Source: an optimization exercise on an open RTL-to-GDS flow (aim: small area, a short achievable clock period and few clock cycles per item). Production flows keep margins and buffers that such runs may drop. The RTL of this run was laid out without a check of its function. Power figures rest on the tool's default switching activity, not on a simulated workload.

File: flow/config.mk
export PLATFORM = sky130hd
export DESIGN_NAME = idfor_enc32
export DESIGN_NICKNAME = idfor_enc32
export VERILOG_FILES = /design/flow/design.v
export SDC_FILE = /design/flow/constraint.sdc
export NUM_CORES = 4
export LEC_CHECK = 0
export CAP_MARGIN = 20
export CORE_MARGIN = 2
export CORE_UTILIZATION = 40
export SLEW_MARGIN = 20
export SYNTH_MEMORY_MAX_BITS = 8192
File: flow/constraint.sdc
create_clock -name core_clock -period 12.0 [get_ports {clk}]
set_input_delay 2.4000 -clock core_clock [delete_from_list [all_inputs] [get_ports {clk}]]
set_output_delay 2.4000 -clock core_clock [all_outputs]
set_load 0.01 [all_outputs]
File: flow/design.v
module idfor_enc32 (
    input  wire        clk,
    input  wire        rst,
    input  wire        cmd_valid,
    output wire        cmd_ready,
    input  wire [27:0] cmd_n,
    input  wire [1:0]  cmd_sel,
    input  wire        in_valid,
    output wire        in_ready,
    input  wire [31:0] in_data,
    output wire        out_valid,
    input  wire        out_ready,
    output wire [31:0] out_data,
    output wire        out_last
);
    localparam [3:0] S_IDLE   = 4'd0,
                     S_LOAD   = 4'd1,
                     S_HIST   = 4'd2,
                     S_CINIT  = 4'd3,
                     S_COST   = 4'd4,
                     S_DESC   = 4'd5,
                     S_REF    = 4'd6,
                     S_LOW    = 4'd7,
                     S_POS    = 4'd8,
                     S_HI     = 4'd9,
                     S_BLKEND = 4'd10,
                     S_TAILIN = 4'd11,
                     S_TAILVB = 4'd12,
                     S_FLUSH  = 4'd13;
    reg [3:0]  state;
    reg [3:0]  flush_next;       
    reg        ending;           
    reg        patched;
    reg [20:0] blk_left;         
    reg [27:0] tail_left;        
    reg [31:0] prev;             
    reg [31:0] dbuf [0:127];
    reg [6:0]  idx;
    reg [31:0] refv;             
    reg [7:0]  hist [0:32];      
    reg [5:0]  mb;               
    reg [5:0]  b;                
    reg [7:0]  e;                
    reg [5:0]  c;                
    reg [7:0]  ecnt;             
    reg [8:0]  best;             
    reg [7:0]  erem;             
    reg [31:0] vb;               
    reg [63:0] acc;
    reg [6:0]  cnt;
    wire [31:0] dcur = dbuf[idx];
    wire [31:0] vcur = dcur - refv;
    wire [31:0] vhi  = vcur >> b;
    wire [31:0] bmask = (b == 6'd32) ? 32'hFFFFFFFF : ((32'd1 << b) - 32'd1);
    reg  [5:0]  blen;            
    integer k;
    always @* begin
        blen = 6'd0;
        for (k = 0; k < 32; k = k + 1)
            if (vcur[k]) blen = k[5:0] + 6'd1;
    end
    wire [7:0]  e_c   = ecnt + hist[c + 6'd1];
    wire [5:0]  hib_w = mb - c;                 
    wire [13:0] e_hib = {6'd0, e_c} * {8'd0, hib_w};
    wire [8:0]  cost_c = {1'b0, c, 2'b00}
                       + ((e_c == 8'd0) ? 9'd0
                          : ({3'b0, e_c[7:2]} + {8'd0, |e_c[1:0]}
                             + e_hib[13:5] + {8'd0, |e_hib[4:0]}));
    wire [31:0] din = in_data - prev;
    wire        can_push = (cnt < 7'd32);
    reg         push;
    reg  [31:0] push_val;
    reg  [5:0]  push_w;
    wire        flushing = (state == S_FLUSH);
    assign out_valid = (cnt >= 7'd32) || (flushing && cnt != 7'd0);
    assign out_data  = acc[31:0];
    assign out_last  = ending && (cnt <= 7'd32);
    wire        emit = out_valid && out_ready;
    assign cmd_ready = (state == S_IDLE);
    assign in_ready  = (state == S_LOAD) || (state == S_TAILIN);
    wire        cmd_go = cmd_valid && cmd_ready;
    wire        in_go  = in_valid && in_ready;
    wire [31:0] push_mask = (push_w == 6'd32) ? 32'hFFFFFFFF
                                              : ((32'd1 << push_w) - 32'd1);
    always @* begin
        push     = 1'b0;
        push_val = 32'd0;
        push_w   = 6'd32;
        case (state)
            S_IDLE:   begin
                push     = cmd_go;
                push_val = {2'b00, cmd_sel, cmd_n};
            end
            S_DESC:   begin
                push     = can_push;
                push_val = {8'd0, e, 2'b00, mb, 2'b00, b};
            end
            S_REF:    begin
                push     = can_push;
                push_val = refv;
            end
            S_LOW:    begin
                push     = can_push && (b != 6'd0);
                push_val = vcur & bmask;
                push_w   = b;
            end
            S_POS:    begin
                push     = can_push && (vhi != 32'd0);
                push_val = {25'd0, idx};
                push_w   = 6'd8;
            end
            S_HI:     begin
                push     = can_push && (vhi != 32'd0);
                push_val = vhi;
                push_w   = mb - b;
            end
            S_TAILVB: begin
                push     = can_push;
                push_val = {24'd0, (vb >= 32'd128), vb[6:0]};
                push_w   = 6'd8;
            end
            default: ;
        endcase
    end
    always @(posedge clk) begin
        if (rst) begin
            acc <= 64'd0;
            cnt <= 7'd0;
        end else if (push) begin
            acc <= acc | ({32'd0, push_val & push_mask} << cnt);
            cnt <= cnt + {1'b0, push_w};
        end else if (emit) begin
            acc <= {32'd0, acc[63:32]};
            cnt <= (cnt > 7'd32) ? (cnt - 7'd32) : 7'd0;
        end
    end
    wire [20:0] cmd_nb    = (cmd_sel == 2'd3) ? 21'd0 : cmd_n[27:7];
    wire [27:0] cmd_tail  = (cmd_sel == 2'd3) ? cmd_n
                          : (cmd_sel == 2'd2) ? 28'd0 : {21'd0, cmd_n[6:0]};
    wire [3:0]  after_blocks = (tail_left != 28'd0) ? S_TAILIN : S_FLUSH;
    wire        last_sec = (blk_left == 21'd1) && (tail_left == 28'd0);
    integer h;
    always @(posedge clk) begin
        if (rst) begin
            state      <= S_IDLE;
            flush_next <= S_IDLE;
            ending     <= 1'b0;
            idx        <= 7'd0;
            blk_left   <= 21'd0;
            tail_left  <= 28'd0;
            patched    <= 1'b0;
        end else begin
            case (state)
                S_IDLE: if (cmd_go) begin
                    patched    <= (cmd_sel == 2'd0) || (cmd_sel == 2'd2);
                    blk_left   <= cmd_nb;
                    tail_left  <= cmd_tail;
                    prev       <= 32'd0;
                    ending     <= 1'b0;
                    idx        <= 7'd0;
                    flush_next <= S_IDLE;
                    if (cmd_nb != 21'd0)
                        state <= S_LOAD;
                    else if (cmd_tail != 28'd0)
                        state <= S_TAILIN;
                    else
                        state <= S_FLUSH;
                end
                S_LOAD: if (in_go) begin
                    dbuf[idx] <= din;
                    prev      <= in_data;
                    if (idx == 7'd0 || $signed(din) < $signed(refv))
                        refv <= din;
                    idx <= idx + 7'd1;
                    if (idx == 7'd127) begin
                        state <= S_HIST;
                        mb    <= 6'd0;
                        for (h = 0; h <= 32; h = h + 1)
                            hist[h] <= 8'd0;
                    end
                end
                S_HIST: begin
                    hist[blen] <= hist[blen] + 8'd1;
                    if (blen > mb)
                        mb <= blen;
                    idx <= idx + 7'd1;
                    if (idx == 7'd127)
                        state <= S_CINIT;
                end
                S_CINIT: begin
                    b    <= mb;
                    e    <= 8'd0;
                    ecnt <= 8'd0;
                    best <= {1'b0, mb, 2'b00};
                    c    <= mb - 6'd1;
                    if (patched && mb != 6'd0)
                        state <= S_COST;
                    else
                        state <= S_DESC;
                end
                S_COST: begin
                    ecnt <= e_c;
                    if (cost_c < best) begin
                        best <= cost_c;
                        b    <= c;
                        e    <= e_c;
                    end
                    c <= c - 6'd1;
                    if (c == 6'd0)
                        state <= S_DESC;
                end
                S_DESC: if (can_push)
                    state <= S_REF;
                S_REF: if (can_push) begin
                    idx  <= 7'd0;
                    erem <= e;
                    if (b == 6'd0 && e == 8'd0 && last_sec)
                        ending <= 1'b1;
                    if (b != 6'd0)
                        state <= S_LOW;
                    else if (e != 8'd0)
                        state <= S_POS;
                    else
                        state <= S_BLKEND;
                end
                S_LOW: if (can_push) begin
                    idx <= idx + 7'd1;
                    if (idx == 7'd127 && e == 8'd0 && last_sec)
                        ending <= 1'b1;
                    if (idx == 7'd127)
                        state <= (e != 8'd0) ? S_POS : S_BLKEND;
                end
                S_POS: if (can_push) begin
                    idx <= idx + 7'd1;
                    if (idx == 7'd127) begin
                        state      <= S_FLUSH;
                        flush_next <= S_HI;
                    end
                end
                S_HI: if (can_push) begin
                    idx <= idx + 7'd1;
                    if (push) begin
                        erem <= erem - 8'd1;
                        if (erem == 8'd1 && last_sec)
                            ending <= 1'b1;
                    end
                    if (idx == 7'd127) begin
                        state      <= S_FLUSH;
                        flush_next <= S_BLKEND;
                    end
                end
                S_BLKEND: begin
                    idx      <= 7'd0;
                    blk_left <= blk_left - 21'd1;
                    if (blk_left != 21'd1)
                        state <= S_LOAD;
                    else begin
                        state      <= after_blocks;
                        flush_next <= S_IDLE;
                    end
                end
                S_TAILIN: if (in_go) begin
                    vb    <= din;
                    prev  <= in_data;
                    state <= S_TAILVB;
                end
                S_TAILVB: if (can_push) begin
                    vb <= vb >> 7;
                    if (vb < 32'd128) begin
                        tail_left <= tail_left - 28'd1;
                        if (tail_left == 28'd1) begin
                            ending     <= 1'b1;
                            state      <= S_FLUSH;
                            flush_next <= S_IDLE;
                        end else
                            state <= S_TAILIN;
                    end
                end
                S_FLUSH: if (cnt == 7'd0 || (emit && cnt <= 7'd32))
                    state <= flush_next;
                default: state <= S_IDLE;
            endcase
        end
    end
endmodule
File: flow/run.sh
#!/bin/bash
# synth_recipe.tcl (not shown) runs the flow's synth.tcl, then flattens the netlist and writes it again
# the make line also repeats each setting of config.mk as NAME=value (left out here)
make -C /OpenROAD-flow-scripts/flow DESIGN_CONFIG=/design/flow/config.mk WORK_HOME=/design/flow/orfs CLKGATE_MAP_FILE= SYNTH_SCRIPT=/design/flow/synth_recipe.tcl finish
==> run notes <==
The routed layout has ~120k vias. The number of instances in the synthesized netlist came out at 11150. The detailed placer's ending HPWL is roughly 400000 um. The clock network latency to the later pin of the worst-skew pair is 1.10 ns. The slowest stage of the critical path is the sky130_fd_sc_hd__dfxtp_4 cell. The CTS buffer count came out at 526. The maximum fanout along the worst path is 32.

The power density normalized to cell area is about 290 nW/um2. The share of Yosys cell area claimed by the top area cell type is 68.61%. The final instance area is approximately 240000 um2. Buffers placed on the I/O ports in this run total 102. The leakage power total came out at 74.70 nW. The register bit total from synthesis is 4898. In this run the mean area of a mapped cell was 18.67 um2.

Setup repair after global routing left no endpoint under its margin. The worst stage delay on the critical path came out at roughly 0.96 ns. The worst setup slack after layout is 0.4952 ns. The number of cells upsized or downsized after cts came out at 0.

The post-route minimum period is 11.50 ns. The worst max-slew margin expressed relative to the limit came out at a little under a quarter. Entering global routing, the biggest net connects 131 pins. The core area came out at 517600 um2.

The clock transition at the register clock pins on the worst setup and hold paths after CTS came out at 0.06 ns. STA classifies the critical path startpoint as a flip-flop. The number of nets with antenna violations after routing is 0. The slack of the worst reg-to-reg path came out at ~0.50 ns.

STA classifies the critical path endpoint as a flip-flop. The detailed-route DRC error count came out at 0. The count of yosys warnings during synthesis is 1. TritonCTS built the clock tree. Dividing the detail-routed via count by the number of cells gives 6.117.

The area of the mapped netlist came out at roughly 210000 um2. For this run, the detailed router's first-pass iteration total came to 9. The critical path required time came out at 12.76 ns.

The leading register cell type out of synthesis is sky130_fd_sc_hd__edfxtp_1. After the flow finishes, the layout carries non-filler instances totaling just under 20000. The critical path is of the reg2reg type. The detailed-route wire length came out at roughly 650000 um.

The run finished with no timing, DRC or antenna violations. The total design power came out at 70.30 mW. The number of endpoints failing setup at the final stage is 0.

Counting along the longest clock path gives a buffer depth of 4. The via count of the first global-routing pass is 116000. In this run the clock root is driven by a sky130_fd_sc_hd__clkbuf_16.

The die span in x came out at 725.3 um. Counting tap cells, the placed design contains a total of between 15000 and 20000 instances. Of the cells placed in the final design, the portion with a size suffix greater than 1 is 26.02%. The number of hold buffers added after CTS was 0. The maximum VDD drop is about 0.0017 V.

The height of the chip came out at a little over 700 um. The die covers 526100 um2. In this run the most critical hold path is launched from acc[59]. Once the floorplan was initialized, standard cells occupied 40.21% of the core. The worst min-delay path category is reg2reg. The post-CTS setup repair buffer count came out at 0. Of the synthesized area, sequential elements account for 69.98%. The worst clock skew came out at 0.1138 ns. The max capacitance violation total came out at 0.

Relative to the synthesized area, the layout overhead comes to 15.13%. The number of standard-cell rows in the floorplan came out at around 260. The share of the clock period used by the worst path after layout came out at between 90 and 100%. After the first detailed-routing iteration, the DRC count stood at 16940. At the pin with the least slew margin, the transition time is 1.131 ns. Counting flops with a built-in enable in the synthesized netlist gives 4755. The count of pins over their slew limit is 0. The final number of hold-violating endpoints came out at 0. The H-tree depth came out at 6.

Counting distinct cell types in the post-synthesis netlist gives 121. The most frequent cell on the critical path is sky130_fd_sc_hd__mux4_2. Measured on the finished design, the core utilization comes to between 40% and 50%. The worst-case setup slack after placement is 0.7584 ns. sky130_fd_sc_hd__edfxtp_1 takes more of the synthesized area than any other cell. For the final routed database, the setup TNS stands at 0 ns. The arrival time of the worst setup path came out at around 12 ns.

The first-pass GRT wire length is 902200 um. The instance area after placement is 222600 um2. The initial antenna violation count came out at 84. The upper clock frequency limit is 86.92 MHz. The total clock sinks came out at 4898. After the last flow step, the layout net total stands at 12180.

The fraction of synthesis flops using an asynchronous set or reset pin came out at 0%. For this run the aggregate overflow at the end of global routing stands at 0. The worst hold slack came out at about 0.44 ns. At the end of routability-driven placement, the weighted congestion stood at between 0.9 and 1. In the post-synthesis netlist, the biggest area contributors are sky130_fd_sc_hd__edfxtp_1 69%, sky130_fd_sc_hd__mux4_2 17%, sky130_fd_sc_hd__dfxtp_1 1.4%.

The number of ports placed on the die boundary is 103. The post-detailed-route wirelength per cell is 33.52 um. In the global route stage, overall resource usage came out at 24.00%.
## layout make-up
type	count	area, um2
Fill cell	43240	278000
Antenna cell	36	90.09
Clock inverter	301	3124
Multi-Input combinational cell	5579	61380
Sequential cell	4898	145700
Clock buffer	640	13810
Tap cell	6916	8653
Inverter	239	899.6
Timing Repair Buffer	653	5978
## logic make-up after synthesis
family          after synthesis  share of synthesized area, %
flops                      4898                         69.98
other cells                   1                      0.001802
fa+ha+maj                   218                         1.433
simple gates               1932                         4.238
buf+inv                     918                         1.788
mux                        1674                         17.37
compound gates             1392                         4.704
xor+xnor                    115                        0.4840
## critical path: cells and delay by family, from the launching register on
kind,cells,cell delay [ns]
simple gates,7,2.75
compound gates,9,3.39
buf+inv,5,1.24
fa+ha+maj,2,0.67
mux,4,2.01
flops,1,0.96
## cell usage after synthesis (143+ instances only)
library cell / number
sky130_fd_sc_hd__nor2_1: 729
sky130_fd_sc_hd__mux4_2: 1542
sky130_fd_sc_hd__ha_1: 184
sky130_fd_sc_hd__a21oi_1: 339
sky130_fd_sc_hd__edfxtp_1: 4755
sky130_fd_sc_hd__o21ai_0: 202
sky130_fd_sc_hd__nor3_1: 217
sky130_fd_sc_hd__nand2_1: 482
sky130_fd_sc_hd__inv_1: 222
sky130_fd_sc_hd__buf_1: 143
sky130_fd_sc_hd__clkbuf_1: 431
sky130_fd_sc_hd__dfxtp_1: 143
## placed cells by master, fill, tap and decap left out, types with 71 or more instances in the layout
cell,instances
sky130_fd_sc_hd__edfxtp_1,4755
sky130_fd_sc_hd__mux4_2,1542
sky130_fd_sc_hd__nor2_1,593
sky130_fd_sc_hd__clkbuf_16,536
sky130_fd_sc_hd__buf_4,484
sky130_fd_sc_hd__nand2_1,480
sky130_fd_sc_hd__a21oi_1,336
sky130_fd_sc_hd__conb_1,248
sky130_fd_sc_hd__inv_1,221
sky130_fd_sc_hd__nor3_1,210
sky130_fd_sc_hd__o21ai_0,202
sky130_fd_sc_hd__ha_1,183
sky130_fd_sc_hd__nand3_1,136
sky130_fd_sc_hd__dfxtp_1,134
sky130_fd_sc_hd__nor2_4,133
sky130_fd_sc_hd__clkinv_1,118
sky130_fd_sc_hd__clkbuf_1,103
sky130_fd_sc_hd__clkdlybuf4s50_1,101
sky130_fd_sc_hd__clkinv_2,82
sky130_fd_sc_hd__mux2_2,74
sky130_fd_sc_hd__a211oi_1,71
## routing by layer
| metal | part of all wire [%] | global-route usage [%] | wire length [um] | up-vias |
|---|---|---|---|---|
| li1 | - | - | - | 47420 |
| met1 | 41 | 34.77 | 265400 | 63020 |
| met2 | 45 | 36.64 | 293700 | 6320 |
| met3 | 9.5 | 4.448 | 61250 | 1040 |
| met4 | 3.9 | 8.282 | 25130 | 22 |
| met5 | 0.024 | 0 | 153 | - |
## report_power, final
part / total [mW] / internal (mW) / switching, mW
Clock: 15.9 / 8.97 / 6.95
Combinational: 31.4 / 12.1 / 19.3
Sequential: 23.0 / 22.6 / 0.338
## path summary, 6_finish.rpt
kind | end | depth (start not counted)
min reg2reg | acc[59] | 2
max | hist[11][7] | 27
min | acc[59] | 2
max reg2reg | hist[11][7] | 27
## state kept, by name, indices dropped and copies added, names as in the netlist, 7 cells and up, named ones only
register,count
blk_left,21
dbuf,4096
e,8
cnt,7
vb,32
prev,32
ecnt,8
best,9
idx,7
hist,512
erem,8
refv,32
tail_left,28
acc,64

separate check: timing with driven ports:
In the flow no input, the clock included, has a driving cell. The finished layout below was timed again as built, in two steps. Step 1 assumes that a clkbuf_16 drives the clock port and a buf_2 every other input. Step 2 moves the port delays by t, midway between the first and last clock arrival at a register: inputs arrive t later, outputs are due t later. That takes back most of the time a late clock gives input paths. a / b / c = ideal / step 1 / step 2; a / b = the first two.
t (ns): 1.149
setup slack, ns: 0.495 / 0.495 / 0.495
hold slack, ns: 0.438 / 0.438 / 0.438
worst setup path at the end: register to register
After both steps this run still meets setup and hold. The setup slack of this run moves by 0.000 ns with the drivers and by 0.000 ns with both steps.
